Source: an optimization exercise on an open RTL-to-GDS flow (aim: small area, a short achievable clock period and few clock cycles). Production flows keep margins and buffers that such runs may drop.
The RTL was checked by simulation tests, not by an equivalence proof against the original design.
Power figures rest on the tool's default switching activity, not on a simulated workload.

[flow/design.v]
module strv2_ac_table (
    input  wire [16:0] win,       
    output reg  [1:0]  kind,      
    output reg  [4:0]  plen,      
    output reg  [5:0]  run,
    output reg  [5:0]  level
);
    always @(*) begin
        kind = 2'd0; plen = 5'd0; run = 6'd0; level = 6'd0;
        casez (win)
            17'b10???????????????: begin kind = 2'd1; plen = 5'd2; end
            17'b000001???????????: begin kind = 2'd2; plen = 5'd6; end
            17'b11???????????????: begin plen = 5'd2; run = 6'd0; level = 6'd1; end
            17'b011??????????????: begin plen = 5'd3; run = 6'd1; level = 6'd1; end
            17'b0100?????????????: begin plen = 5'd4; run = 6'd0; level = 6'd2; end
            17'b0101?????????????: begin plen = 5'd4; run = 6'd2; level = 6'd1; end
            17'b00101????????????: begin plen = 5'd5; run = 6'd0; level = 6'd3; end
            17'b00110????????????: begin plen = 5'd5; run = 6'd4; level = 6'd1; end
            17'b00111????????????: begin plen = 5'd5; run = 6'd3; level = 6'd1; end
            17'b000100???????????: begin plen = 5'd6; run = 6'd7; level = 6'd1; end
            17'b000101???????????: begin plen = 5'd6; run = 6'd6; level = 6'd1; end
            17'b000110???????????: begin plen = 5'd6; run = 6'd1; level = 6'd2; end
            17'b000111???????????: begin plen = 5'd6; run = 6'd5; level = 6'd1; end
            17'b0000100??????????: begin plen = 5'd7; run = 6'd2; level = 6'd2; end
            17'b0000101??????????: begin plen = 5'd7; run = 6'd9; level = 6'd1; end
            17'b0000110??????????: begin plen = 5'd7; run = 6'd0; level = 6'd4; end
            17'b0000111??????????: begin plen = 5'd7; run = 6'd8; level = 6'd1; end
            17'b00100000?????????: begin plen = 5'd8; run = 6'd13; level = 6'd1; end
            17'b00100001?????????: begin plen = 5'd8; run = 6'd0; level = 6'd6; end
            17'b00100010?????????: begin plen = 5'd8; run = 6'd12; level = 6'd1; end
            17'b00100011?????????: begin plen = 5'd8; run = 6'd11; level = 6'd1; end
            17'b00100100?????????: begin plen = 5'd8; run = 6'd3; level = 6'd2; end
            17'b00100101?????????: begin plen = 5'd8; run = 6'd1; level = 6'd3; end
            17'b00100110?????????: begin plen = 5'd8; run = 6'd0; level = 6'd5; end
            17'b00100111?????????: begin plen = 5'd8; run = 6'd10; level = 6'd1; end
            17'b0000001000???????: begin plen = 5'd10; run = 6'd16; level = 6'd1; end
            17'b0000001001???????: begin plen = 5'd10; run = 6'd5; level = 6'd2; end
            17'b0000001010???????: begin plen = 5'd10; run = 6'd0; level = 6'd7; end
            17'b0000001011???????: begin plen = 5'd10; run = 6'd2; level = 6'd3; end
            17'b0000001100???????: begin plen = 5'd10; run = 6'd1; level = 6'd4; end
            17'b0000001101???????: begin plen = 5'd10; run = 6'd15; level = 6'd1; end
            17'b0000001110???????: begin plen = 5'd10; run = 6'd14; level = 6'd1; end
            17'b0000001111???????: begin plen = 5'd10; run = 6'd4; level = 6'd2; end
            17'b000000010000?????: begin plen = 5'd12; run = 6'd0; level = 6'd11; end
            17'b000000010001?????: begin plen = 5'd12; run = 6'd8; level = 6'd2; end
            17'b000000010010?????: begin plen = 5'd12; run = 6'd4; level = 6'd3; end
            17'b000000010011?????: begin plen = 5'd12; run = 6'd0; level = 6'd10; end
            17'b000000010100?????: begin plen = 5'd12; run = 6'd2; level = 6'd4; end
            17'b000000010101?????: begin plen = 5'd12; run = 6'd7; level = 6'd2; end
            17'b000000010110?????: begin plen = 5'd12; run = 6'd21; level = 6'd1; end
            17'b000000010111?????: begin plen = 5'd12; run = 6'd20; level = 6'd1; end
            17'b000000011000?????: begin plen = 5'd12; run = 6'd0; level = 6'd9; end
            17'b000000011001?????: begin plen = 5'd12; run = 6'd19; level = 6'd1; end
            17'b000000011010?????: begin plen = 5'd12; run = 6'd18; level = 6'd1; end
            17'b000000011011?????: begin plen = 5'd12; run = 6'd1; level = 6'd5; end
            17'b000000011100?????: begin plen = 5'd12; run = 6'd3; level = 6'd3; end
            17'b000000011101?????: begin plen = 5'd12; run = 6'd0; level = 6'd8; end
            17'b000000011110?????: begin plen = 5'd12; run = 6'd6; level = 6'd2; end
            17'b000000011111?????: begin plen = 5'd12; run = 6'd17; level = 6'd1; end
            17'b0000000010000????: begin plen = 5'd13; run = 6'd10; level = 6'd2; end
            17'b0000000010001????: begin plen = 5'd13; run = 6'd9; level = 6'd2; end
            17'b0000000010010????: begin plen = 5'd13; run = 6'd5; level = 6'd3; end
            17'b0000000010011????: begin plen = 5'd13; run = 6'd3; level = 6'd4; end
            17'b0000000010100????: begin plen = 5'd13; run = 6'd2; level = 6'd5; end
            17'b0000000010101????: begin plen = 5'd13; run = 6'd1; level = 6'd7; end
            17'b0000000010110????: begin plen = 5'd13; run = 6'd1; level = 6'd6; end
            17'b0000000010111????: begin plen = 5'd13; run = 6'd0; level = 6'd15; end
            17'b0000000011000????: begin plen = 5'd13; run = 6'd0; level = 6'd14; end
            17'b0000000011001????: begin plen = 5'd13; run = 6'd0; level = 6'd13; end
            17'b0000000011010????: begin plen = 5'd13; run = 6'd0; level = 6'd12; end
            17'b0000000011011????: begin plen = 5'd13; run = 6'd26; level = 6'd1; end
            17'b0000000011100????: begin plen = 5'd13; run = 6'd25; level = 6'd1; end
            17'b0000000011101????: begin plen = 5'd13; run = 6'd24; level = 6'd1; end
            17'b0000000011110????: begin plen = 5'd13; run = 6'd23; level = 6'd1; end
            17'b0000000011111????: begin plen = 5'd13; run = 6'd22; level = 6'd1; end
            17'b00000000010000???: begin plen = 5'd14; run = 6'd0; level = 6'd31; end
            17'b00000000010001???: begin plen = 5'd14; run = 6'd0; level = 6'd30; end
            17'b00000000010010???: begin plen = 5'd14; run = 6'd0; level = 6'd29; end
            17'b00000000010011???: begin plen = 5'd14; run = 6'd0; level = 6'd28; end
            17'b00000000010100???: begin plen = 5'd14; run = 6'd0; level = 6'd27; end
            17'b00000000010101???: begin plen = 5'd14; run = 6'd0; level = 6'd26; end
            17'b00000000010110???: begin plen = 5'd14; run = 6'd0; level = 6'd25; end
            17'b00000000010111???: begin plen = 5'd14; run = 6'd0; level = 6'd24; end
            17'b00000000011000???: begin plen = 5'd14; run = 6'd0; level = 6'd23; end
            17'b00000000011001???: begin plen = 5'd14; run = 6'd0; level = 6'd22; end
            17'b00000000011010???: begin plen = 5'd14; run = 6'd0; level = 6'd21; end
            17'b00000000011011???: begin plen = 5'd14; run = 6'd0; level = 6'd20; end
            17'b00000000011100???: begin plen = 5'd14; run = 6'd0; level = 6'd19; end
            17'b00000000011101???: begin plen = 5'd14; run = 6'd0; level = 6'd18; end
            17'b00000000011110???: begin plen = 5'd14; run = 6'd0; level = 6'd17; end
            17'b00000000011111???: begin plen = 5'd14; run = 6'd0; level = 6'd16; end
            17'b000000000010000??: begin plen = 5'd15; run = 6'd0; level = 6'd40; end
            17'b000000000010001??: begin plen = 5'd15; run = 6'd0; level = 6'd39; end
            17'b000000000010010??: begin plen = 5'd15; run = 6'd0; level = 6'd38; end
            17'b000000000010011??: begin plen = 5'd15; run = 6'd0; level = 6'd37; end
            17'b000000000010100??: begin plen = 5'd15; run = 6'd0; level = 6'd36; end
            17'b000000000010101??: begin plen = 5'd15; run = 6'd0; level = 6'd35; end
            17'b000000000010110??: begin plen = 5'd15; run = 6'd0; level = 6'd34; end
            17'b000000000010111??: begin plen = 5'd15; run = 6'd0; level = 6'd33; end
            17'b000000000011000??: begin plen = 5'd15; run = 6'd0; level = 6'd32; end
            17'b000000000011001??: begin plen = 5'd15; run = 6'd1; level = 6'd14; end
            17'b000000000011010??: begin plen = 5'd15; run = 6'd1; level = 6'd13; end
            17'b000000000011011??: begin plen = 5'd15; run = 6'd1; level = 6'd12; end
            17'b000000000011100??: begin plen = 5'd15; run = 6'd1; level = 6'd11; end
            17'b000000000011101??: begin plen = 5'd15; run = 6'd1; level = 6'd10; end
            17'b000000000011110??: begin plen = 5'd15; run = 6'd1; level = 6'd9; end
            17'b000000000011111??: begin plen = 5'd15; run = 6'd1; level = 6'd8; end
            17'b0000000000010000?: begin plen = 5'd16; run = 6'd1; level = 6'd18; end
            17'b0000000000010001?: begin plen = 5'd16; run = 6'd1; level = 6'd17; end
            17'b0000000000010010?: begin plen = 5'd16; run = 6'd1; level = 6'd16; end
            17'b0000000000010011?: begin plen = 5'd16; run = 6'd1; level = 6'd15; end
            17'b0000000000010100?: begin plen = 5'd16; run = 6'd6; level = 6'd3; end
            17'b0000000000010101?: begin plen = 5'd16; run = 6'd16; level = 6'd2; end
            17'b0000000000010110?: begin plen = 5'd16; run = 6'd15; level = 6'd2; end
            17'b0000000000010111?: begin plen = 5'd16; run = 6'd14; level = 6'd2; end
            17'b0000000000011000?: begin plen = 5'd16; run = 6'd13; level = 6'd2; end
            17'b0000000000011001?: begin plen = 5'd16; run = 6'd12; level = 6'd2; end
            17'b0000000000011010?: begin plen = 5'd16; run = 6'd11; level = 6'd2; end
            17'b0000000000011011?: begin plen = 5'd16; run = 6'd31; level = 6'd1; end
            17'b0000000000011100?: begin plen = 5'd16; run = 6'd30; level = 6'd1; end
            17'b0000000000011101?: begin plen = 5'd16; run = 6'd29; level = 6'd1; end
            17'b0000000000011110?: begin plen = 5'd16; run = 6'd28; level = 6'd1; end
            17'b0000000000011111?: begin plen = 5'd16; run = 6'd27; level = 6'd1; end
            default: begin kind = 2'd3; plen = 5'd12; end
        endcase
    end
endmodule
module strv2_vlc_dec (
    input  wire        clk,
    input  wire        rst,             
    input  wire        start,
    input  wire        cfg_qmode,       
    input  wire [5:0]  cfg_qscale,      
    input  wire [15:0] cfg_mbtotal,     
    input  wire        in_valid,
    output wire        in_ready,
    input  wire [15:0] in_data,
    output reg         out_valid,
    input  wire        out_ready,
    output reg  [15:0] out_data,
    output wire        done,            
    output wire        fault,           
    output reg  [1:0]  err_code,        
    output reg  [31:0] bit_count,       
    output reg  [15:0] esc_zero_count   
);
    localparam [15:0] EOD_WORD = 16'hFE00;
    localparam [2:0] S_IDLE        = 3'd0,
                     S_BLOCK_START = 3'd1,
                     S_READING_AC  = 3'd2,
                     S_BLOCK_DONE  = 3'd3,
                     S_FRAME_DONE  = 3'd4,
                     S_FAULT       = 3'd5;
    reg  [2:0]  state;
    reg         qmode;
    reg  [5:0]  qscale;
    reg  [15:0] mbtotal;
    reg  [15:0] mb;
    reg  [2:0]  blk;
    reg  [39:0] bitbuf;
    reg  [5:0]  bitcnt;
    wire decoding = (state == S_BLOCK_START) || (state == S_READING_AC) ||
                    (state == S_BLOCK_DONE);
    wire idle     = (state == S_IDLE) || (state == S_FRAME_DONE) ||
                    (state == S_FAULT);
    assign in_ready = decoding && (bitcnt <= 6'd24);
    assign done     = (state == S_FRAME_DONE) && !out_valid;
    assign fault    = (state == S_FAULT) && !out_valid;
    wire [1:0] ac_kind;
    wire [4:0] ac_plen;
    wire [5:0] ac_run;
    wire [5:0] ac_level;
    strv2_ac_table u_table (
        .win   (bitbuf[39:23]),
        .kind  (ac_kind),
        .plen  (ac_plen),
        .run   (ac_run),
        .level (ac_level)
    );
    wire        ac_sign = bitbuf[6'd39 - {1'b0, ac_plen}];
    wire [9:0]  ac_mag  = {4'd0, ac_level};
    wire [9:0]  ac_bot  = ac_sign ? (10'd0 - ac_mag) : ac_mag;
    wire [15:0] esc_word = bitbuf[33:18];
    reg        act;         
    reg        emit;        
    reg [15:0] word;
    reg [5:0]  used;        
    reg        corrupt;     
    reg [2:0]  next_state;
    wire out_free = !out_valid || out_ready;
    always @(*) begin
        act        = 1'b0;
        emit       = 1'b0;
        word       = 16'd0;
        used       = 6'd0;
        corrupt    = 1'b0;
        next_state = state;
        case (state)
            S_BLOCK_START: begin
                if (qmode) begin
                    word = bitbuf[39:24];
                    used = 6'd16;
                end else begin
                    word = {qscale, bitbuf[39:30]};
                    used = 6'd10;
                end
                if (out_free && bitcnt >= used) begin
                    act = 1'b1;
                    if (word == EOD_WORD) begin
                        corrupt    = 1'b1;
                        used       = 6'd0;
                        next_state = S_FAULT;
                    end else begin
                        emit       = 1'b1;
                        next_state = S_READING_AC;
                    end
                end else begin
                    used = 6'd0;
                end
            end
            S_READING_AC: begin
                case (ac_kind)
                    2'd0: begin
                        word = {ac_run, ac_bot};
                        used = {1'b0, ac_plen} + 6'd1;
                    end
                    2'd1: begin
                        word = EOD_WORD;
                        used = 6'd2;
                    end
                    2'd2: begin
                        word = esc_word;
                        used = 6'd22;
                    end
                    default: begin
                        used = 6'd12;
                    end
                endcase
                if (out_free && bitcnt >= used) begin
                    act = 1'b1;
                    if (ac_kind == 2'd3 || (ac_kind == 2'd2 && esc_word == EOD_WORD)) begin
                        corrupt    = 1'b1;
                        used       = 6'd0;
                        next_state = S_FAULT;
                    end else begin
                        emit = 1'b1;
                        if (ac_kind == 2'd1)
                            next_state = S_BLOCK_DONE;
                    end
                end else begin
                    used = 6'd0;
                end
            end
            S_BLOCK_DONE: begin
                act = 1'b1;
                if (blk == 3'd5 && mb + 16'd1 == mbtotal)
                    next_state = S_FRAME_DONE;
                else
                    next_state = S_BLOCK_START;
            end
            default: ;
        endcase
    end
    wire [5:0]  cnt_left = bitcnt - used;
    wire [39:0] buf_left = bitbuf << used;
    wire        refill   = in_valid && in_ready;
    wire [39:0] buf_fill = {in_data, 24'd0} >> cnt_left;
    always @(posedge clk) begin
        if (rst) begin
            state     <= S_IDLE;
            out_valid <= 1'b0;
            bitcnt    <= 6'd0;
            err_code  <= 2'd0;
        end else begin
            if (out_valid && out_ready)
                out_valid <= 1'b0;
            if (idle) begin
                if (start) begin
                    if (cfg_mbtotal == 16'd0 || (!cfg_qmode && cfg_qscale == 6'd0)) begin
                        state    <= S_FAULT;
                        err_code <= 2'd2;
                    end else begin
                        state    <= S_BLOCK_START;
                        err_code <= 2'd0;
                    end
                    qmode          <= cfg_qmode;
                    qscale         <= cfg_qmode ? 6'd0 : cfg_qscale;
                    mbtotal        <= cfg_mbtotal;
                    mb             <= 16'd0;
                    blk            <= 3'd0;
                    bitbuf         <= 40'd0;
                    bitcnt         <= 6'd0;
                    bit_count      <= 32'd0;
                    esc_zero_count <= 16'd0;
                end
            end else begin
                state     <= next_state;
                bitbuf    <= refill ? (buf_left | buf_fill) : buf_left;
                bitcnt    <= refill ? (cnt_left + 6'd16) : cnt_left;
                bit_count <= bit_count + {26'd0, used};
                if (corrupt)
                    err_code <= 2'd1;
                if (emit) begin
                    out_valid <= 1'b1;
                    out_data  <= word;
                end
                if (emit && state == S_READING_AC && ac_kind == 2'd2 && esc_word[9:0] == 10'd0)
                    esc_zero_count <= esc_zero_count + 16'd1;
                if (act && state == S_BLOCK_DONE) begin
                    if (blk == 3'd5) begin
                        blk <= 3'd0;
                        mb  <= mb + 16'd1;
                    end else begin
                        blk <= blk + 3'd1;
                    end
                end
            end
        end
    end
endmodule
[flow/run.sh]
#!/bin/bash
# synth_recipe.tcl (not shown) runs the flow's synth.tcl, then flattens the netlist and writes it again
# the make line also repeats each setting of config.mk as NAME=value (left out here)
make -C /OpenROAD-flow-scripts/flow DESIGN_CONFIG=/design/flow/config.mk WORK_HOME=/design/flow/orfs CLKGATE_MAP_FILE= SYNTH_SCRIPT=/design/flow/synth_recipe.tcl finish
[flow/config.mk]
export PLATFORM = sky130hd
export DESIGN_NAME = strv2_vlc_dec
export DESIGN_NICKNAME = strv2_vlc_dec
export VERILOG_FILES = /design/flow/design.v
export SDC_FILE = /design/flow/constraint.sdc
export NUM_CORES = 4
export LEC_CHECK = 0
export CAP_MARGIN = 20
export CORE_MARGIN = 2
export CORE_UTILIZATION = 40
export PLACE_DENSITY = 0.6
export SLEW_MARGIN = 20
[flow/constraint.sdc]
create_clock -name core_clock -period 8.0 [get_ports {clk}]
set_input_delay 1.6000 -clock core_clock [delete_from_list [all_inputs] [get_ports {clk}]]
set_output_delay 1.6000 -clock core_clock [all_outputs]
set_load 0.01 [all_outputs]
==> impl_results.md, run 1 <==
- Number of synthesized register bits: 158
- Critical path capture point type: flip-flop
- PwrDens: 362 mW/mm^2
- Leakage: 6.46 nW
- Max stage delay cell, worst path: edfxtp_1
- IO Port Bufs: 113
- Vias in the first global route: 14200
- Dpl hpwl: 45.8 mm
- Most frequent cells in the layout: 183 x nor2_1, 156 x buf_4, 149 x nand2_1
- Fmax: 131 MHz
- # resized after CTS: 0
- Final Wtd Congestion: 0.987
- Chip width: 194 um
- Crit start category: flip-flop
- Max H-tree Level: 4
- TritonCTS clock tree: done
- First-pass GRT wire length: 89.8 mm
- Antenna Violating Nets Remaining: 0
- Post-Route Skew: 0.0118 ns
- Routed WL per cell: 25.5 um
- Dpl cell area: 0.0170 mm^2
- Worst path max stage delay: 0.89 ns
- Largest net degree at the start of global routing: 80
- Critical path fanouts, max: 22
- Final setup viols: 0
- # fillers: 3396
- First-pass detailed-route iteration total: 8
- Final instance area: 0.0176 mm^2
- Sequential share of the synthesized area: 31.9%
- Most Frequent Cell on Critical Path: buf_4
- Status: no timing/DRC/antenna violations
- Slew margin rel.: 17.1%
- RSZ-0062 raised after global routing: no
- # IOs: 114
- Initial core utilization: 40.7%
- Commonest non-fill, non-tap cell in the layout: nor2_1
- Hold-fix buffers, CTS: 0
- Nets@finish: 1925
- Clock sink count: 158
- Total GRT Usage: 31.2%
- Req. time, crit path: 8.31 ns
- Core ar.: 0.0357 mm^2
- Max VDD drop: 201 uV
- Synth Net Count: 1748
- HP Class: flip-flop to flip-flop
- Max_cap viols: 0
- Final Hold Fails: 0
- N_diodes: 0
- Fin crit period: 7.61 ns
- 1st-iter DRT viols: 1396
- Drt total wl: 59.2 mm
- Num CTS Buffers: 17
- Worst-skew pair later-pin latency: 0.45 ns
- WP data arrival: 7.92 ns
- Setup TNS Final: 0 ns
- Cells on worst reg2reg path: 29
- Cells after Synth: 1672
- Clk buf depth: 2
- Ys async rst share: 0%
- Overflow after GRT: 0
- Clk root buf: clkbuf_16
- Initial antenna violation count: 0
- Tcrit/Tclk final: 95.2%
- Residual DRC: 0
- EDFF count, synth: 146
- Worst r2r src: bitbuf[30]
- Clk pin slew, worst setup/hold paths: 0.07 ns
- Worst slew pin tran: 1.21 ns
- Syn_area_per_cell: 8.67 um^2
- Syn Std Cell Area: 0.0145 mm^2
- Avg Vias per Cell: 6.22
- Post-synth cell types: 100
- Die area: 0.0378 mm^2
- WHS Path Cells: 2
- Die Y: 194 um
- Setup bufs post-CTS: 0
- Layout cell share with drive strength beyond 1: 15.3%
- Slew Viols, Final: 0
- Via Count: 14400
- Synth Warn #: 2
- R2r endpoint: bitbuf[32]
- Primary FF master, synth: edfxtp_1
- Num rows: 69
- R2R setup slack: 0.39 ns
- P&R area growth vs syn: 21.4%
- Crit path kind: flip-flop to flip-flop
- HP Start: err_code[0]
- Hold Path Sink: err_code[0]
==> state kept, by name, summed over array words and instances, names as in the netlist <==
name,flops
bitbuf,40
bit_count,32
esc_zero_count,16
mb,16
mbtotal,16
out_data,16
bitcnt,6
qscale,6
blk,3
state,3
err_code,2
out_valid,1
qmode,1
==> area by class of cell <==
| type | instances | area, um^2 | area share, % |
|---|---|---|---|
| inverters | 41 | 160 | 0.910 |
| flip-flops and latches | 158 | 4620 | 26.3 |
| multi-input cells | 1357 | 9240 | 52.5 |
| clock buffers | 19 | 433 | 2.46 |
| well taps | 461 | 577 | 3.28 |
| clock inverters | 12 | 164 | 0.931 |
| repair buffers | 274 | 2400 | 13.6 |
==> logic make-up after synthesis <==
| kind of cell | count (synthesis) | share of synthesized area (%) |
|---|---|---|
| simple gates | 665 | 23.2 |
| flops | 158 | 31.9 |
| buf+inv | 157 | 4.65 |
| compound gates | 397 | 18.2 |
| mux | 180 | 14.2 |
| xor+xnor | 83 | 5.02 |
| fa+ha+maj | 32 | 2.87 |
==> metrics by stage <==
step                hold WS [ns]  std cells  worst slack [ns]  power, W  utilization [%]
floorplan                  0.481       1672             0.528   0.00377                -
global placement           0.447       2291             0.623   0.00543             47.7
detailed placement         0.458       2291             0.548   0.00542             47.7
CTS                        0.467       2322             0.502   0.00629             49.3
global route               0.480       2322            0.0736   0.00671             49.4
finish                     0.466       2322             0.385   0.00638             49.4
==> per-layer routing <==
layer	routed length (um)	vias up	GRT usage [%]	part of all wire, %
li1	-	6655	-	-
met1	24700	6993	39.7	42
met2	27400	635	50.9	46
met3	3800	164	5.01	6.4
met4	3370	0	16.8	5.7
met5	0	-	0	0
==> worst max path at each step <==
stage                          start          to  slack [ns]  cells after the start
final                     bitbuf[30]  bitbuf[32]        0.39                     29
after global routing      bitbuf[30]  bitbuf[32]        0.07                     29
after CTS                 bitbuf[30]  bitbuf[32]        0.50                     29
after detailed placement  bitbuf[30]  bitbuf[32]        0.55                     29
after global placement    bitbuf[30]  bitbuf[26]        0.62                     27
after floorplan           bitbuf[25]  bitbuf[25]        0.53                     31
==> report_power, final <==
| group | internal, W | switching (W) |
|---|---|---|
| logic | 0.00157 | 0.00248 |
| registers | 0.00122 | 0.000254 |
| clock network | 0.000493 | 0.000361 |
==> cell usage after synthesis (9+ instances only) <==
cell type,count,area share [%]
mux2i_1,127,8.8
ha_1,30,2.6
a31oi_1,18,0.78
nand4_1,32,1.4
clkbuf_1,60,1.6
buf_2,24,0.83
nor2b_1,28,1.2
o32ai_1,9,0.54
nand2_1,149,3.9
and2_1,20,0.86
a22oi_1,18,0.93
a211oi_1,11,0.57
and3_1,20,0.86
xnor2_1,31,1.9
mux2_2,33,2.6
inv_1,33,0.85
dfxtp_1,12,1.7
a21oi_1,118,4.1
o221ai_1,9,0.54
buf_1,23,0.60
or3_1,16,0.69
mux4_2,16,2.5
edfxtp_1,146,30
o21ai_0,69,2.4
o22ai_1,23,0.99
nor2_1,186,4.8
nor3_1,55,1.9
xor2_1,52,3.1
o31ai_1,11,0.57
nand2b_1,22,0.95
nor4_1,28,1.2
nand3_1,44,1.5
o211ai_1,13,0.67
==> critical path: cells and delay by family, from the launching register on <==
| family | cells | cell delay (ns) |
|---|---|---|
| AOI/OAI and AO/OA | 10 | 2.22 |
| xor gates and xnor gates | 3 | 0.55 |
| adders and majority gates | 3 | 0.84 |
| buffers and inverters | 5 | 1.02 |
| DFF | 1 | 0.89 |
| and+or+nand+nor | 8 | 1.96 |
Testbench counts, summed over its fixed seeds: cycles 13,786.
==> run 2: changes to the inputs <==
--- a/flow/design.v
+++ b/flow/design.v
@@ -146,24 +146,22 @@
 );
     localparam [15:0] EOD_WORD = 16'hFE00;
-    localparam [2:0] S_IDLE        = 3'd0,
-                     S_BLOCK_START = 3'd1,
-                     S_READING_AC  = 3'd2,
-                     S_BLOCK_DONE  = 3'd3,
-                     S_FRAME_DONE  = 3'd4,
-                     S_FAULT       = 3'd5;
+    localparam [2:0] S_IDLE  = 3'd0,
+                     S_DC    = 3'd1,
+                     S_AC    = 3'd2,
+                     S_DONE  = 3'd3,
+                     S_FAULT = 3'd4;
     reg  [2:0]  state;
     reg         qmode;
     reg  [5:0]  qscale;
-    reg  [15:0] mbtotal;
-    reg  [15:0] mb;
+    reg  [15:0] mbleft;       
     reg  [2:0]  blk;
-    reg  [39:0] bitbuf;
+    localparam BW = 40;    
+    reg  [BW-1:0] bitbuf;
     reg  [5:0]  bitcnt;
-    wire decoding = (state == S_BLOCK_START) || (state == S_READING_AC) ||
-                    (state == S_BLOCK_DONE);
-    wire idle     = (state == S_IDLE) || (state == S_FRAME_DONE) ||
-                    (state == S_FAULT);
-    assign in_ready = decoding && (bitcnt <= 6'd24);
-    assign done     = (state == S_FRAME_DONE) && !out_valid;
+    wire st_dc    = (state == S_DC);
+    wire st_ac    = (state == S_AC);
+    wire decoding = st_dc || st_ac;
+    assign in_ready = !decoding || (bitcnt <= BW - 16);
+    assign done     = (state == S_DONE)  && !out_valid;
     assign fault    = (state == S_FAULT) && !out_valid;
     wire [1:0] ac_kind;
@@ -172,5 +170,5 @@
     wire [5:0] ac_level;
     strv2_ac_table u_table (
-        .win   (bitbuf[39:23]),
+        .win   (bitbuf[BW-1 -: 17]),
         .kind  (ac_kind),
         .plen  (ac_plen),
@@ -178,102 +176,46 @@
         .level (ac_level)
     );
-    wire        ac_sign = bitbuf[6'd39 - {1'b0, ac_plen}];
-    wire [9:0]  ac_mag  = {4'd0, ac_level};
-    wire [9:0]  ac_bot  = ac_sign ? (10'd0 - ac_mag) : ac_mag;
-    wire [15:0] esc_word = bitbuf[33:18];
-    reg        act;         
-    reg        emit;        
+    wire        take     = in_valid && in_ready;
+    wire [BW-1:0] buf_fill = bitbuf | (take ? ({in_data, {(BW-16){1'b0}}} >> bitcnt) : {BW{1'b0}});
+    wire [5:0]  cnt_fill = bitcnt + (take ? 6'd16 : 6'd0);
+    wire        ac_sign  = buf_fill[BW - 1 - ac_plen];
+    wire [9:0]  ac_mag   = {4'd0, ac_level};
+    wire [9:0]  ac_bot   = ac_sign ? (10'd0 - ac_mag) : ac_mag;
+    wire [15:0] esc_word = buf_fill[BW-7 -: 16];
+    wire [15:0] dc_word  = qmode ? buf_fill[BW-1 -: 16] : {qscale, buf_fill[BW-1 -: 10]};
     reg [15:0] word;
-    reg [5:0]  used;        
-    reg        corrupt;     
-    reg [2:0]  next_state;
+    reg [5:0]  used;
+    reg [5:0]  need;
+    reg        bad;
+    always @(*) begin
+        if (st_dc) begin
+            word = dc_word;
+            used = qmode ? 6'd16 : 6'd10;
+            need = 6'd0;
+            bad  = (dc_word == EOD_WORD);
+        end else begin
+            case (ac_kind)
+                2'd0: begin word = {ac_run, ac_bot}; used = {1'b0, ac_plen} + 6'd1; need = {1'b0, ac_plen}; bad = 1'b0; end
+                2'd1: begin word = EOD_WORD;         used = 6'd2;  need = 6'd2;  bad = 1'b0; end
+                2'd2: begin word = esc_word;         used = 6'd22; need = 6'd6;  bad = (esc_word == EOD_WORD); end
+                default: begin word = esc_word;      used = 6'd12; need = 6'd12; bad = 1'b1; end
+            endcase
+        end
+    end
     wire out_free = !out_valid || out_ready;
-    always @(*) begin
-        act        = 1'b0;
-        emit       = 1'b0;
-        word       = 16'd0;
-        used       = 6'd0;
-        corrupt    = 1'b0;
-        next_state = state;
-        case (state)
-            S_BLOCK_START: begin
-                if (qmode) begin
-                    word = bitbuf[39:24];
-                    used = 6'd16;
-                end else begin
-                    word = {qscale, bitbuf[39:30]};
-                    used = 6'd10;
-                end
-                if (out_free && bitcnt >= used) begin
-                    act = 1'b1;
-                    if (word == EOD_WORD) begin
-                        corrupt    = 1'b1;
-                        used       = 6'd0;
-                        next_state = S_FAULT;
-                    end else begin
-                        emit       = 1'b1;
-                        next_state = S_READING_AC;
-                    end
-                end else begin
-                    used = 6'd0;
-                end
-            end
-            S_READING_AC: begin
-                case (ac_kind)
-                    2'd0: begin
-                        word = {ac_run, ac_bot};
-                        used = {1'b0, ac_plen} + 6'd1;
-                    end
-                    2'd1: begin
-                        word = EOD_WORD;
-                        used = 6'd2;
-                    end
-                    2'd2: begin
-                        word = esc_word;
-                        used = 6'd22;
-                    end
-                    default: begin
-                        used = 6'd12;
-                    end
-                endcase
-                if (out_free && bitcnt >= used) begin
-                    act = 1'b1;
-                    if (ac_kind == 2'd3 || (ac_kind == 2'd2 && esc_word == EOD_WORD)) begin
-                        corrupt    = 1'b1;
-                        used       = 6'd0;
-                        next_state = S_FAULT;
-                    end else begin
-                        emit = 1'b1;
-                        if (ac_kind == 2'd1)
-                            next_state = S_BLOCK_DONE;
-                    end
-                end else begin
-                    used = 6'd0;
-                end
-            end
-            S_BLOCK_DONE: begin
-                act = 1'b1;
-                if (blk == 3'd5 && mb + 16'd1 == mbtotal)
-                    next_state = S_FRAME_DONE;
-                else
-                    next_state = S_BLOCK_START;
-            end
-            default: ;
-        endcase
-    end
-    wire [5:0]  cnt_left = bitcnt - used;
-    wire [39:0] buf_left = bitbuf << used;
-    wire        refill   = in_valid && in_ready;
-    wire [39:0] buf_fill = {in_data, 24'd0} >> cnt_left;
+    wire go       = decoding && out_free && (bitcnt >= need) && (cnt_fill >= used);
+    wire emit     = go && !bad;
+    wire is_eob   = st_ac && (ac_kind == 2'd1);
+    wire last_blk = (blk == 3'd5);
+    wire last_mb  = (mbleft == 16'd1);
+    wire [5:0] use_eff = emit ? used : 6'd0;
     always @(posedge clk) begin
         if (rst) begin
             state     <= S_IDLE;
             out_valid <= 1'b0;
-            bitcnt    <= 6'd0;
-            err_code  <= 2'd0;
         end else begin
             if (out_valid && out_ready)
                 out_valid <= 1'b0;
-            if (idle) begin
+            if (!decoding) begin
                 if (start) begin
                     if (cfg_mbtotal == 16'd0 || (!cfg_qmode && cfg_qscale == 6'd0)) begin
@@ -281,36 +223,39 @@
                         err_code <= 2'd2;
                     end else begin
-                        state    <= S_BLOCK_START;
+                        state    <= S_DC;
                         err_code <= 2'd0;
                     end
                     qmode          <= cfg_qmode;
-                    qscale         <= cfg_qmode ? 6'd0 : cfg_qscale;
-                    mbtotal        <= cfg_mbtotal;
-                    mb             <= 16'd0;
+                    qscale         <= cfg_qscale;
+                    mbleft         <= cfg_mbtotal;
                     blk            <= 3'd0;
-                    bitbuf         <= 40'd0;
-                    bitcnt         <= 6'd0;
+                    bitbuf         <= in_valid ? {in_data, {(BW-16){1'b0}}} : {BW{1'b0}};
+                    bitcnt         <= in_valid ? 6'd16 : 6'd0;
                     bit_count      <= 32'd0;
                     esc_zero_count <= 16'd0;
                 end
             end else begin
-                state     <= next_state;
-                bitbuf    <= refill ? (buf_left | buf_fill) : buf_left;
-                bitcnt    <= refill ? (cnt_left + 6'd16) : cnt_left;
-                bit_count <= bit_count + {26'd0, used};
-                if (corrupt)
+                bitbuf    <= buf_fill << use_eff;
+                bitcnt    <= cnt_fill - use_eff;
+                bit_count <= bit_count + {26'd0, use_eff};
+                if (go && bad) begin
+                    state    <= S_FAULT;
                     err_code <= 2'd1;
+                end
                 if (emit) begin
                     out_valid <= 1'b1;
                     out_data  <= word;
-                end
-                if (emit && state == S_READING_AC && ac_kind == 2'd2 && esc_word[9:0] == 10'd0)
-                    esc_zero_count <= esc_zero_count + 16'd1;
-                if (act && state == S_BLOCK_DONE) begin
-                    if (blk == 3'd5) begin
-                        blk <= 3'd0;
-                        mb  <= mb + 16'd1;
-                    end else begin
-                        blk <= blk + 3'd1;
+                    if (st_dc)
+                        state <= S_AC;
+                    if (st_ac && ac_kind == 2'd2 && esc_word[9:0] == 10'd0)
+                        esc_zero_count <= esc_zero_count + 16'd1;
+                    if (is_eob) begin
+                        if (last_blk) begin
+                            blk    <= 3'd0;
+                            mbleft <= mbleft - 16'd1;
+                        end else begin
+                            blk <= blk + 3'd1;
+                        end
+                        state <= (last_blk && last_mb) ? S_DONE : S_DC;
                     end
                 end
==> run 2 against run 1 <==
Effect of this change: non-clock buffer count down 57; first-iteration DRC count up 49%; register-to-register slack better by 0.39 ns; largest cell class unchanged; largest power group unchanged.
==> impl_results.md, run 2 <==
- Status: no timing/DRC/antenna violations
- Final Wtd Congestion: 1.04
- Final Hold Slack: 0.572 ns
- Final setup viols: 0
- TritonCTS clock tree: done
- EDFF count, synth: 138
- Slew margin rel.: 29.2%
- Slew Viols, Final: 0
- RSZ-0062 raised after global routing: no
- First-pass detailed-route iteration total: 10
- Most frequent cells after synthesis: 165 x nand2_1, 157 x nor2_1, 138 x edfxtp_1
- Sequential share of the synthesized area: 27.6%
- Synth Warn #: 2
- R2r endpoint: bit_count[29]
- N_diodes: 0
- Max reg flops: 40
- Number of synthesized register bits: 142
- Busiest grt layer: met2
- Worst slew pin tran: 1.06 ns
- Routed WL per cell: 28.4 um
- Sequential power share: 20.2%
- Met2 Use GR: 52.0%
- Max stage delay cell, worst path: or4b_1
- Leakage: 6.30 nW
- Dpl hpwl: 53.8 mm
- Worst r2r src: bitbuf[31]
- Initial antenna violation count: 2
- HP Start: state[0]
- # resized after CTS: 0
- Initial core utilization: 40.7%
- Primary FF master, synth: edfxtp_1
- Clock share of power: 13.0%
- Area contributors post-synth: edfxtp_1 27%, mux2i_1 5.9%, nand2_1 4.0%
- Syn_area_per_cell: 8.46 um^2
- Switching power total: 0.00344 W
- PwrDens: 365 mW/mm^2
- Req. time, crit path: 8.17 ns
- Yosys top cell by area: edfxtp_1
- Die area: 0.0399 mm^2
- Hold-fix buffers, CTS: 0
- Worst path max stage delay: 0.72 ns
- WHS Path Cells: 2
- Total GRT Usage: 34.7%
- Cells on worst reg2reg path: 29
- Crit start category: flip-flop
- Drt total wl: 69.1 mm
- Vias in the first global route: 15300
- HP Class: flip-flop to flip-flop
- Clock sink count: 142
- Net Sw Frac: 53.1%
- Hold Path Sink: state[1]
- 1st-iter DRT viols: 2085
- Clk pin slew, worst setup/hold paths: 0.07 ns
- Max VDD drop: 187 uV
- Worst-skew pair later-pin latency: 0.45 ns
- Max_cap viols: 0
- Residual DRC: 0
- Avg Vias per Cell: 6.70
- Most frequent cells in the layout: 165 x nand2_1, 156 x nor2_1, 138 x edfxtp_1
- First-pass GRT wire length: 102 mm
- Num rows: 71
- Largest reg by FF count: bitbuf
- Fin crit period: 7.23 ns
- Syn Std Cell Area: 0.0153 mm^2
- Ys async rst share: 0%
- Post-Route Skew: 0.0175 ns
- Max H-tree Level: 4
- Setup bufs post-CTS: 0
- Critical path capture point type: flip-flop
- Commonest non-fill, non-tap cell in the layout: nand2_1
- Most Frequent Cell on Critical Path: a21o_1
- Largest regs: bitbuf (40), bit_count (32)
- Met3 Usage GRT: 6.30%
- Cells after Synth: 1811
- Die Y: 200 um
- Overflow after GRT: 0
- Clk root buf: clkbuf_16
- Share of the synthesized area in the top cell type: 27.1%
- Int Power: 0.00304 W
- Setup TNS Final: 0 ns
- Via Count: 16300
- Core ar.: 0.0377 mm^2
- Final Hold Fails: 0
- P&R area growth vs syn: 15.9%
- Post-synth cell types: 115
- Chip width: 200 um
- Synth Net Count: 1891
- GRT met1 Usage: 46.3%
- Largest net degree at the start of global routing: 84
- Top-count cell post-synth: nand2_1
- Layout cell share with drive strength beyond 1: 13.5%
- WP data arrival: 7.39 ns
- Tcrit/Tclk final: 90.3%
- IO Port Bufs: 113
- R2R setup slack: 0.77 ns
- Antenna Violating Nets Remaining: 0
- Crit path kind: flip-flop to flip-flop
- Comb pwr share: 66.8%
- Critical path fanouts, max: 18
- Clk buf depth: 2
- Nets@finish: 1988
- Fmax: 138 MHz
- # IOs: 114
- Num CTS Buffers: 17
run 2: changes by cell type after synthesis, sizes merged, moves of 25 or more:
cell,delta
a31oi,+27
nor2,-25
nand3,+44
mux2i,-37
o211ai,+34
run 2: how the worst max path moves through the flow:
stage,cells after the start,from,to,slack [ns]
finish,29,bitbuf[31],bit_count[29],0.77
global route,28,bitbuf[31],bit_count[24],0.26
CTS,29,bitbuf[31],bit_count[29],0.94
detailed placement,20,in_data[13],bit_count[26],0.61
global placement,21,in_data[13],bit_count[29],0.65
floorplan,32,bitbuf[39],bit_count[29],1.11
run 2: cell type report:
cell class | instances | area, um^2
Clock buffer | 18 | 429
Clock inverter | 14 | 174
Fill cell | 3745 | 19900
Inverter | 50 | 196
Multi-Input combinational cell | 1480 | 10200
Sequential cell | 142 | 4220
Tap cell | 511 | 639
Timing Repair Buffer | 217 | 1910
run 2: metal layers:
layer | share of wire, % | vias up
met5 | 0.039 | -
met4 | 7.2 | 4
met3 | 9.4 | 249
met2 | 43 | 1056
met1 | 41 | 7814
li1 | - | 7168
run 2: power groups by stage:
stage	logic, W	clock network, W	registers [W]
after floorplan	0.00272	0	0.00123
after global placement	0.00419	0	0.00131
after detailed placement	0.00415	0	0.00132
after CTS	0.00417	0.000855	0.00130
after global routing	0.00454	0.000880	0.00133
final	0.00433	0.000843	0.00131
run 2: through the flow:
stage	setup slack, ns	util [%]	area, um^2	cells	total power, W
floorplan	1.11	-	15300	1811	0.00395
global placement	0.647	45.5	17100	2400	0.00550
detailed placement	0.608	45.5	17100	2400	0.00547
CTS	0.942	47.1	17700	2432	0.00633
global route	0.263	47.1	17700	2432	0.00675
finish	0.775	47.1	17700	2432	0.00648
run 2: cell families after synthesis:
| logic type | after synthesis | synth area share [%] |
|---|---|---|
| AND/OR/NAND/NOR | 699 | 23.9 |
| AO/OA/AOI/OAI | 544 | 24.9 |
| buffers and inverters | 189 | 6.13 |
| flip-flops | 142 | 27.6 |
| multiplexers | 141 | 11.1 |
| XOR/XNOR | 60 | 3.43 |
| adder cells (fa/ha/maj) | 36 | 3.04 |
run 2: critical path, delay by kind of cell (launching register included):
kind,cells,cell delay (ns)
XOR/XNOR,1,0.16
AO/OA/AOI/OAI,11,2.36
buffers and inverters,2,0.36
flip-flops,1,0.66
AND/OR/NAND/NOR,13,2.83
adder cells (fa/ha/maj),2,0.59
Testbench counts of run 2, summed over its fixed seeds: cycles 11,952.
==> run 3: changes to the inputs <==
--- a/flow/config.mk
+++ b/flow/config.mk
@@ -6,7 +6,9 @@
 export NUM_CORES = 4
 export LEC_CHECK = 0
+export ABC_CLOCK_PERIOD_IN_PS = 3000
 export CAP_MARGIN = 20
 export CORE_MARGIN = 2
 export CORE_UTILIZATION = 40
 export PLACE_DENSITY = 0.6
+export SETUP_SLACK_MARGIN = 3
 export SLEW_MARGIN = 20
==> run 3 against run 2 <==
Effect of this change: still clean on timing, DRC and antenna; clock-buffer cell count unchanged; final cell count grew 8.2%; die area unchanged; synthesized cell count unchanged; critical path type unchanged; highest routed layer unchanged.
==> impl_results.md, run 3 <==
- Status: no timing/DRC/antenna violations
- Chip width: 200 um
- Nets@finish: 2188
- WP data arrival: 6.58 ns
- TritonCTS clock tree: done
- Num rows: 71
- Final Core Density: 57.0%
- Slew margin rel.: 17.0%
- Dpl hpwl: 53.2 mm
- Residual DRC: 0
- First-pass GRT wire length: 111 mm
- Worst-skew pair later-pin latency: 0.45 ns
- # IOs: 114
- Most frequent cells after synthesis: 165 x nand2_1, 157 x nor2_1, 138 x edfxtp_1
- Max reg flops: 40
- Initial core utilization: 40.7%
- Largest net degree at the start of global routing: 85
- Worst slew pin tran: 1.24 ns
- Die Y: 200 um
- Via Count: 18100
- Leakage: 7.77 nW
- Clock sink count: 142
- Sequential share of the synthesized area: 27.6%
- Final setup viols: 0
- Synth Net Count: 1891
- Final Wtd Congestion: 1.03
- Core ar.: 0.0377 mm^2
- Number of synthesized register bits: 142
- Yosys top cell by area: edfxtp_1
- Tcrit/Tclk final: 79.9%
- RSZ-0062 raised after global routing: yes
- IO Port Bufs: 113
- Min setup slack post-route: 1.61 ns
- Routed WL per cell: 29.5 um
- Final Hold Slack: 0.571 ns
- Max_cap viols: 0
- Vias in the first global route: 16900
- EDFF count, synth: 138
- DP Worst Slack: 0.494 ns
- Post-synth cell types: 115
- Critical path capture point type: flip-flop
- Syn_area_per_cell: 8.46 um^2
- Clk pin slew, worst setup/hold paths: 0.08 ns
- Fin crit period: 6.39 ns
- Area contributors post-synth: edfxtp_1 27%, mux2i_1 5.9%, nand2_1 4.0%
- P&R area growth vs syn: 40.2%
- Critical path fanouts, max: 6
- Syn Std Cell Area: 0.0153 mm^2
- Initial antenna violation count: 2
- Slew Viols, Final: 0
- Clk root buf: clkbuf_16
- # fillers: 3326
- Req. time, crit path: 8.19 ns
- Overflow after GRT: 0
- Max VDD drop: 185 uV
- Total GRT Usage: 37.7%
- Max H-tree Level: 4
- Commonest non-fill, non-tap cell in the layout: buf_4
- Avg Vias per Cell: 6.87
- Num CTS Buffers: 17
- Cells after Synth: 1811
- Most frequent cells in the layout: 212 x buf_4, 149 x nand2_1, 138 x nor2_1, 138 x edfxtp_1, 96 x clkdlybuf4s50_1
- HP Class: flip-flop to flip-flop
- Drt total wl: 77.6 mm
- Crit path kind: flip-flop to flip-flop
- Layout cell share with drive strength beyond 1: 32.1%
- 1st-iter DRT viols: 2648
- Crit start category: flip-flop
- Largest reg by FF count: bitbuf
- Ys async rst share: 0%
- Largest regs: bitbuf (40), bit_count (32)
- Synth Warn #: 2
- Setup TNS Final: 0 ns
- First-pass detailed-route iteration total: 9
- Die area: 0.0399 mm^2
- Antenna Violating Nets Remaining: 0
- Post-Route Skew: 0.0183 ns
- Final Hold Fails: 0
- Fmax: 156 MHz
- Clk buf depth: 2
- N_diodes: 0
- PwrDens: 380 mW/mm^2
- Top-count cell post-synth: nand2_1
- Primary FF master, synth: edfxtp_1
- Hold-fix buffers, CTS: 0
- Share of the synthesized area in the top cell type: 27.1%
[run 3: cell count changes in the layout (fill, tap and decap cells not counted), sizes merged]
cell           before  now
a21o               31   32
and3               19   20
buf               104  296
bufbuf              0    2
bufinv              2    0
clkbuf             18   20
clkdlybuf4s15       0    4
clkdlybuf4s50     113   96
clkinvlp            3    1
dlygate4sd2         0   13
inv                54   59
or4                10   11
[run 3: path summary, 6_finish.rpt]
check / start / endpoint / slack, ns / cells past startpoint
setup / recovery: bitcnt[1] / bitbuf[35] / 1.61 / 22
hold / removal: state[0] / state[1] / 0.57 / 2
setup reg to reg: bitcnt[1] / bitbuf[35] / 1.61 / 22
hold reg to reg: state[0] / state[1] / 0.57 / 2
[run 3: layout make-up]
| class | instances | area [um^2] | area share (%) |
|---|---|---|---|
| timing repair inverter | 1 | 8.76 | 0.0408 |
| sequential | 142 | 4220 | 19.7 |
| clock inverter | 14 | 135 | 0.629 |
| tap | 511 | 639 | 2.98 |
| multi-input combinational | 1483 | 11900 | 55.2 |
| timing repair buffer | 413 | 3970 | 18.5 |
| inverter | 50 | 219 | 1.02 |
| clock buffer | 18 | 429 | 2.00 |
[run 3: routing by layer]
| layer | wire length [um] | GRT usage, % |
|---|---|---|
| met3 | 9410 | 9.15 |
| met5 | 13 | 0 |
| met2 | 33600 | 57.5 |
| met4 | 5270 | 19.0 |
| met1 | 29300 | 49.6 |
[run 3: where the power goes]
part | switching [W] | leakage (nW) | internal [W]
sequential | 0.000162 | 1.36 | 0.00110
clock | 0.000398 | 0.278 | 0.000415
combinational | 0.00366 | 6.14 | 0.00243
[run 3: what timing repair did]
| item | in CTS | in global routing |
|---|---|---|
| resized for setup | 237 | 154 |
| buffers inserted | 154 | 47 |
| pin swaps | 72 | 109 |
| setup endpoints to repair | 144 | 143 |
| gates cloned | 8 | 3 |
[run 3: stage by stage]
stage | cells | area (um^2) | power [W]
finish | 2632 | 21500 | 0.00816
floorplan | 1811 | 15700 | 0.00409
global placement | 2387 | 17400 | 0.00560
global route | 2632 | 21500 | 0.00842
CTS | 2581 | 20300 | 0.00729
detailed placement | 2387 | 17400 | 0.00556
[run 3: cell families after synthesis]
kind of cell	synth area share, %
and+or+nand+nor	23.9
AOI/OAI and AO/OA	24.9
buffers and inverters	6.13
DFF	27.6
muxes	11.1
xor gates and xnor gates	3.43
adders and majority gates	3.04
[run 3: critical path, stage by stage, from the launching register on]
cell	delay, ns
edfxtp_1	0.68
nor3_1	0.67
nor3_1	0.09
o21ai_0	0.46
and2_1	0.31
ha_1	0.19
xor2_1	0.48
ha_1	0.31
o2111ai_1	0.25
nor3_4	0.41
o211ai_1	0.18
a21o_2	0.29
nor2_4	0.17
buf_6	0.12
buf_6	0.09
buf_12	0.14
inv_16	0.05
buf_12	0.14
mux2i_4	0.19
buf_6	0.13
mux2i_2	0.19
mux2i_1	0.12
o211ai_1	0.43
==> run 4: changes to the inputs <==
--- a/flow/design.v
+++ b/flow/design.v
@@ -156,59 +156,73 @@
     reg  [15:0] mbleft;       
     reg  [2:0]  blk;
-    localparam BW = 40;    
-    reg  [BW-1:0] bitbuf;
-    reg  [5:0]  bitcnt;
+    reg  [4:0]  bits_last;    
+    reg         esc0_last;    
+    reg         eob_last;     
+    reg  [47:0] sbuf;
+    reg  [5:0]  cnt;
     wire st_dc    = (state == S_DC);
     wire st_ac    = (state == S_AC);
     wire decoding = st_dc || st_ac;
-    assign in_ready = !decoding || (bitcnt <= BW - 16);
+    wire room     = (cnt <= 6'd32);
+    assign in_ready = !decoding || room;
     assign done     = (state == S_DONE)  && !out_valid;
     assign fault    = (state == S_FAULT) && !out_valid;
-    wire [1:0] ac_kind;
-    wire [4:0] ac_plen;
-    wire [5:0] ac_run;
-    wire [5:0] ac_level;
+    wire take = in_valid && in_ready;
+    wire [69:0] ext = {sbuf, 22'd0};
+    wire [21:0] win = ext[cnt +: 22];
+    wire [16:0] w = win[21:5];
+    reg  [4:0]  ac_len;      
+    reg         ac_eob, ac_esc, ac_err;
+    always @(*) begin
+        ac_eob = 1'b0; ac_esc = 1'b0; ac_err = 1'b0;
+        casez (w[16:5])
+            12'b10??????????: begin ac_len = 5'd2;  ac_eob = 1'b1; end
+            12'b11??????????: begin ac_len = 5'd3;  end
+            12'b011?????????: begin ac_len = 5'd4;  end
+            12'b010?????????: begin ac_len = 5'd5;  end
+            12'b00100???????: begin ac_len = 5'd9;  end
+            12'b001?????????: begin ac_len = 5'd6;  end
+            12'b0001????????: begin ac_len = 5'd7;  end
+            12'b00001???????: begin ac_len = 5'd8;  end
+            12'b000001??????: begin ac_len = 5'd22; ac_esc = 1'b1; end
+            12'b0000001?????: begin ac_len = 5'd11; end
+            12'b00000001????: begin ac_len = 5'd13; end
+            12'b000000001???: begin ac_len = 5'd14; end
+            12'b0000000001??: begin ac_len = 5'd15; end
+            12'b00000000001?: begin ac_len = 5'd16; end
+            12'b000000000001: begin ac_len = 5'd17; end
+            default:          begin ac_len = 5'd12; ac_err = 1'b1; end
+        endcase
+    end
+    wire [1:0] t_kind;
+    wire [4:0] t_plen;
+    wire [5:0] t_run;
+    wire [5:0] t_level;
     strv2_ac_table u_table (
-        .win   (bitbuf[BW-1 -: 17]),
-        .kind  (ac_kind),
-        .plen  (ac_plen),
-        .run   (ac_run),
-        .level (ac_level)
+        .win   (w),
+        .kind  (t_kind),
+        .plen  (t_plen),
+        .run   (t_run),
+        .level (t_level)
     );
-    wire        take     = in_valid && in_ready;
-    wire [BW-1:0] buf_fill = bitbuf | (take ? ({in_data, {(BW-16){1'b0}}} >> bitcnt) : {BW{1'b0}});
-    wire [5:0]  cnt_fill = bitcnt + (take ? 6'd16 : 6'd0);
-    wire        ac_sign  = buf_fill[BW - 1 - ac_plen];
-    wire [9:0]  ac_mag   = {4'd0, ac_level};
+    wire        ac_sign  = win[5'd21 - t_plen];
+    wire [9:0]  ac_mag   = {4'd0, t_level};
     wire [9:0]  ac_bot   = ac_sign ? (10'd0 - ac_mag) : ac_mag;
-    wire [15:0] esc_word = buf_fill[BW-7 -: 16];
-    wire [15:0] dc_word  = qmode ? buf_fill[BW-1 -: 16] : {qscale, buf_fill[BW-1 -: 10]};
-    reg [15:0] word;
-    reg [5:0]  used;
-    reg [5:0]  need;
-    reg        bad;
-    always @(*) begin
-        if (st_dc) begin
-            word = dc_word;
-            used = qmode ? 6'd16 : 6'd10;
-            need = 6'd0;
-            bad  = (dc_word == EOD_WORD);
-        end else begin
-            case (ac_kind)
-                2'd0: begin word = {ac_run, ac_bot}; used = {1'b0, ac_plen} + 6'd1; need = {1'b0, ac_plen}; bad = 1'b0; end
-                2'd1: begin word = EOD_WORD;         used = 6'd2;  need = 6'd2;  bad = 1'b0; end
-                2'd2: begin word = esc_word;         used = 6'd22; need = 6'd6;  bad = (esc_word == EOD_WORD); end
-                default: begin word = esc_word;      used = 6'd12; need = 6'd12; bad = 1'b1; end
-            endcase
-        end
-    end
+    wire [15:0] esc_word = win[15:0];
+    wire [15:0] dc_word  = qmode ? win[21:6] : {qscale, win[21:12]};
+    wire [15:0] word = st_dc ? dc_word : ac_esc ? esc_word : ac_eob ? EOD_WORD : {t_run, ac_bot};
+    wire [4:0]  len  = st_dc ? (qmode ? 5'd16 : 5'd10) : ac_len;
+    wire [5:0]  left = cnt - {1'b0, len};              
+    wire        have = (cnt >= {1'b0, len});
+    wire        bad  = st_dc ? (dc_word == EOD_WORD) :
+                       (ac_err || (ac_esc && esc_word == EOD_WORD));
     wire out_free = !out_valid || out_ready;
-    wire go       = decoding && out_free && (bitcnt >= need) && (cnt_fill >= used);
+    wire go       = decoding && out_free && have;
     wire emit     = go && !bad;
-    wire is_eob   = st_ac && (ac_kind == 2'd1);
     wire last_blk = (blk == 3'd5);
     wire last_mb  = (mbleft == 16'd1);
-    wire [5:0] use_eff = emit ? used : 6'd0;
     always @(posedge clk) begin
+        if (take)
+            sbuf <= {sbuf[31:0], in_data};
         if (rst) begin
             state     <= S_IDLE;
@@ -230,13 +244,34 @@
                     mbleft         <= cfg_mbtotal;
                     blk            <= 3'd0;
-                    bitbuf         <= in_valid ? {in_data, {(BW-16){1'b0}}} : {BW{1'b0}};
-                    bitcnt         <= in_valid ? 6'd16 : 6'd0;
+                    cnt            <= in_valid ? 6'd16 : 6'd0;
+                    bits_last      <= 5'd0;
+                    esc0_last      <= 1'b0;
+                    eob_last       <= 1'b0;
                     bit_count      <= 32'd0;
                     esc_zero_count <= 16'd0;
+                end else begin
+                    bits_last <= 5'd0;
+                    esc0_last <= 1'b0;
+                    eob_last  <= 1'b0;
+                    bit_count <= bit_count + {27'd0, bits_last};
+                    esc_zero_count <= esc_zero_count + {15'd0, esc0_last};
                 end
             end else begin
-                bitbuf    <= buf_fill << use_eff;
-                bitcnt    <= cnt_fill - use_eff;
-                bit_count <= bit_count + {26'd0, use_eff};
+                cnt       <= emit ? (left + (take ? 6'd16 : 6'd0)) : (cnt + (take ? 6'd16 : 6'd0));
+                bits_last <= emit ? len : 5'd0;
+                esc0_last <= emit && st_ac && ac_esc && (esc_word[9:0] == 10'd0);
+                eob_last  <= emit && st_ac && ac_eob;
+                bit_count <= bit_count + {27'd0, bits_last};
+                esc_zero_count <= esc_zero_count + {15'd0, esc0_last};
+                if (out_free)
+                    out_data <= word;
+                if (eob_last) begin
+                    if (last_blk) begin
+                        blk    <= 3'd0;
+                        mbleft <= mbleft - 16'd1;
+                    end else begin
+                        blk <= blk + 3'd1;
+                    end
+                end
                 if (go && bad) begin
                     state    <= S_FAULT;
@@ -245,18 +280,8 @@
                 if (emit) begin
                     out_valid <= 1'b1;
-                    out_data  <= word;
                     if (st_dc)
                         state <= S_AC;
-                    if (st_ac && ac_kind == 2'd2 && esc_word[9:0] == 10'd0)
-                        esc_zero_count <= esc_zero_count + 16'd1;
-                    if (is_eob) begin
-                        if (last_blk) begin
-                            blk    <= 3'd0;
-                            mbleft <= mbleft - 16'd1;
-                        end else begin
-                            blk <= blk + 3'd1;
-                        end
+                    if (st_ac && ac_eob)
                         state <= (last_blk && last_mb) ? S_DONE : S_DC;
-                    end
                 end
             end
--- a/flow/config.mk
+++ b/flow/config.mk
@@ -6,9 +6,7 @@
 export NUM_CORES = 4
 export LEC_CHECK = 0
-export ABC_CLOCK_PERIOD_IN_PS = 3000
 export CAP_MARGIN = 20
 export CORE_MARGIN = 2
 export CORE_UTILIZATION = 40
 export PLACE_DENSITY = 0.6
-export SETUP_SLACK_MARGIN = 3
 export SLEW_MARGIN = 20
==> run 4 against run 3 <==
Effect of this change: utilization shrank 9.8 points; area after synthesis fell by 14%; critical path type unchanged; via count decreased by 31%; largest cell class unchanged; largest power group unchanged; clock skew is 0.0045 ns lower; still clean.
==> impl_results.md, run 4 <==
- Layout cell share with drive strength beyond 1: 11.6%
- Max_cap viols: 0
- Final setup viols: 0
- Via Count: 12400
- Routed WL per cell: 24.8 um
- EDFF count, synth: 153
- # resized after CTS: 0
- Commonest non-fill, non-tap cell in the layout: nor2_1
- Final Wtd Congestion: 0.991
- Comb pwr share: 47.6%
- Largest reg by FF count: sbuf
- Int Power: 0.00219 W
- Setup bufs post-CTS: 0
- Clock share of power: 22.6%
- Most frequent cells in the layout: 155 x nor2_1, 153 x edfxtp_1, 151 x nand2_1
- Area contributors post-synth: edfxtp_1 35%, mux4_2 7.9%, mux2i_1 5.0%
- Worst-skew pair later-pin latency: 0.43 ns
- Slew Viols, Final: 0
- Clock sink count: 157
- Syn Std Cell Area: 0.0132 mm^2
- Post-Route Skew: 0.0139 ns
- Hold-fix buffers, CTS: 0
- PwrDens: 246 mW/mm^2
- RSZ-0062 raised after global routing: no
- Initial core utilization: 40.6%
- Num CTS Buffers: 17
- Share of the synthesized area in the top cell type: 34.9%
- Worst path max stage delay: 0.67 ns
- Largest net degree at the start of global routing: 71
- Die area: 0.0344 mm^2
- Sequential power share: 29.8%
- Leakage: 5.32 nW
- Nets@finish: 1548
- First-pass GRT wire length: 73.2 mm
- Synth Warn #: 2
- Num rows: 66
- Tcrit/Tclk final: 90.5%
- Fin crit period: 7.24 ns
- HP Class: flip-flop to flip-flop
- Most frequent cells after synthesis: 155 x nor2_1, 153 x edfxtp_1, 151 x nand2_1
- Top-count cell post-synth: nor2_1
- Number of synthesized register bits: 157
- Antenna Violating Nets Remaining: 0
- Initial antenna violation count: 1
- Setup TNS Final: 0 ns
- Clk pin slew, worst setup/hold paths: 0.07 ns
- Worst slew pin tran: 1.02 ns
- Final Hold Slack: 0.598 ns
- Residual DRC: 0
- Req. time, crit path: 8.17 ns
- Slew margin rel.: 31.1%
- Critical path fanouts, max: 43
- Syn_area_per_cell: 9.45 um^2
- Crit start category: flip-flop
- Status: no timing/DRC/antenna violations
- Final Hold Fails: 0
- Vias in the first global route: 12000
- Net Sw Frac: 41.7%
- Largest regs: sbuf (48), bit_count (32)
- 1st-iter DRT viols: 1411
- IO Port Bufs: 113
- Max H-tree Level: 4
- Post-synth cell types: 96
- Avg Vias per Cell: 6.42
- Die Y: 185 um
- Drt total wl: 47.8 mm
- Clk root buf: clkbuf_16
- Chip width: 185 um
- Total GRT Usage: 28.1%
- Clk buf depth: 2
- Synth Net Count: 1466
- Dpl hpwl: 36.0 mm
- Sequential share of the synthesized area: 35.5%
- # IOs: 114
- N_diodes: 0
- WP data arrival: 7.41 ns
- Fmax: 138 MHz
- Switching power total: 0.00157 W
- TritonCTS clock tree: done
- P&R area growth vs syn: 16.3%
- Max stage delay cell, worst path: edfxtp_1
- Overflow after GRT: 0
- Ys async rst share: 0%
- Primary FF master, synth: edfxtp_1
- Core ar.: 0.0325 mm^2
- Yosys top cell by area: edfxtp_1
- PnR Total Power: 0.00376 W
- Max VDD drop: 229 uV
- First-pass detailed-route iteration total: 5
- Most Frequent Cell on Critical Path: nand2_1
- Crit path kind: flip-flop to flip-flop
- R2R setup slack: 0.76 ns
- Max reg flops: 48
- Cells after Synth: 1394
- Critical path capture point type: flip-flop
==> run 4: cell count changes after synthesis, sizes merged, moves of 28 or more <==
cell   before  now
a21oi     117   70
a31oi      45   14
buf        76   36
mux4       18   49
a21o       31    3
nand3      88   57
==> run 4: logic make-up (layout without fill, tap and decap cells) <==
logic type / count (synthesis) / count (layout) / share of synthesized area (%)
flops: 157 / 157 / 35.5
fa+ha+maj: 28 / 28 / 2.95
buf+inv: 120 / 215 / 4.49
xor+xnor: 58 / 58 / 3.86
mux: 134 / 134 / 15.2
simple gates: 560 / 560 / 20.6
compound gates: 337 / 337 / 17.4
==> run 4: cell type report <==
type	count	area (um^2)
clock buffers	22	474
clock inverters	10	138
fillers	3089	17100
inverters	34	128
multi-input cells	1117	7910
flip-flops and latches	157	4670
well taps	442	553
repair buffers	149	1430
==> run 4: path summary, 6_finish.rpt <==
kind,from,to,cells after the start
worst max register to register,cnt[1],cnt[5],28
worst max-delay path,cnt[1],cnt[5],28
worst min register to register,sbuf[10],sbuf[26],0
worst min-delay path,sbuf[10],sbuf[26],0
==> run 4: through the flow <==
step / cell area [um^2] / setup WS, ns / util (%) / std cells
after floorplan: 13200 / 2.21 / - / 1394
after global placement: 14700 / 0.848 / 45.3 / 1898
after detailed placement: 14700 / 0.658 / 45.3 / 1898
after CTS: 15300 / 0.637 / 47.1 / 1930
after global routing: 15300 / 0.127 / 47.2 / 1931
final: 15300 / 0.761 / 47.2 / 1931
==> run 4: routing by layer <==
metal  wire [um]  share of wire (%)  global-route usage (%)  up-vias
met1       20000                 42                    37.9     6027
li1            -                  -                       -     5548
met4        2480                5.2                    15.1        0
met5           0                  0                       0        -
met2       21900                 46                    44.0      669
met3        3430                7.2                    3.68      152
==> run 4: critical path: cells and delay by family (launching register included) <==
kind / cells / cell delay [ns]
compound gates: 6 / 1.49
xor+xnor: 1 / 0.14
fa+ha+maj: 1 / 0.29
buf+inv: 4 / 0.91
flops: 1 / 0.67
mux: 3 / 0.94
simple gates: 13 / 2.47
==> run 4: power by group through the flow <==
stage	Clock, W	Sequential, W	Combinational, W
2_1_floorplan	0	0.00111	0.00116
3_3_place_gp	0	0.00114	0.00175
3_5_place_dp	0	0.00114	0.00174
4_1_cts	0.000866	0.00112	0.00175
5_1_grt	0.000896	0.00113	0.00192
6_report	0.000850	0.00112	0.00179
Testbench counts of run 4, summed over its fixed seeds: cycles 11,840.

separate check: timing with driven ports:
In the flow no input, the clock included, has a driving cell. The finished layouts below were timed again as built, in two steps.
Step 1: set_driving_cell puts a clkbuf_16 on clk and a buf_2 on each other input, an assumption about the parent block.
Step 2 adds t to the input delays and takes it off the output delays; t is the mean of the earliest and latest rising clock arrival at the registers after step 1. Input paths then give back, and output paths get back, about the clock's delay inside the block.
a / b / c = ideal ports / drivers / drivers and shift; a / b = the first two.
| run | t (ns) | slack for setup (ns) | slew at the worst register clock pin (ns) |
|---|---|---|---|
| run 1 | 0.500 | 0.385 / 0.385 / 0.385 | 0.07 / 0.07 |
| run 2 | 0.498 | 0.775 / 0.775 / 0.548 | 0.07 / 0.07 |
| run 3 | 0.495 | 1.608 / 1.608 / 1.376 | 0.08 / 0.08 |
| run 4 | 0.478 | 0.761 / 0.761 / 0.761 | 0.07 / 0.07 |
After both steps every run listed still meets setup and hold. The setup slack of run 3, which loses most, moves by 0.000 ns with the drivers and by -0.232 ns with both steps.
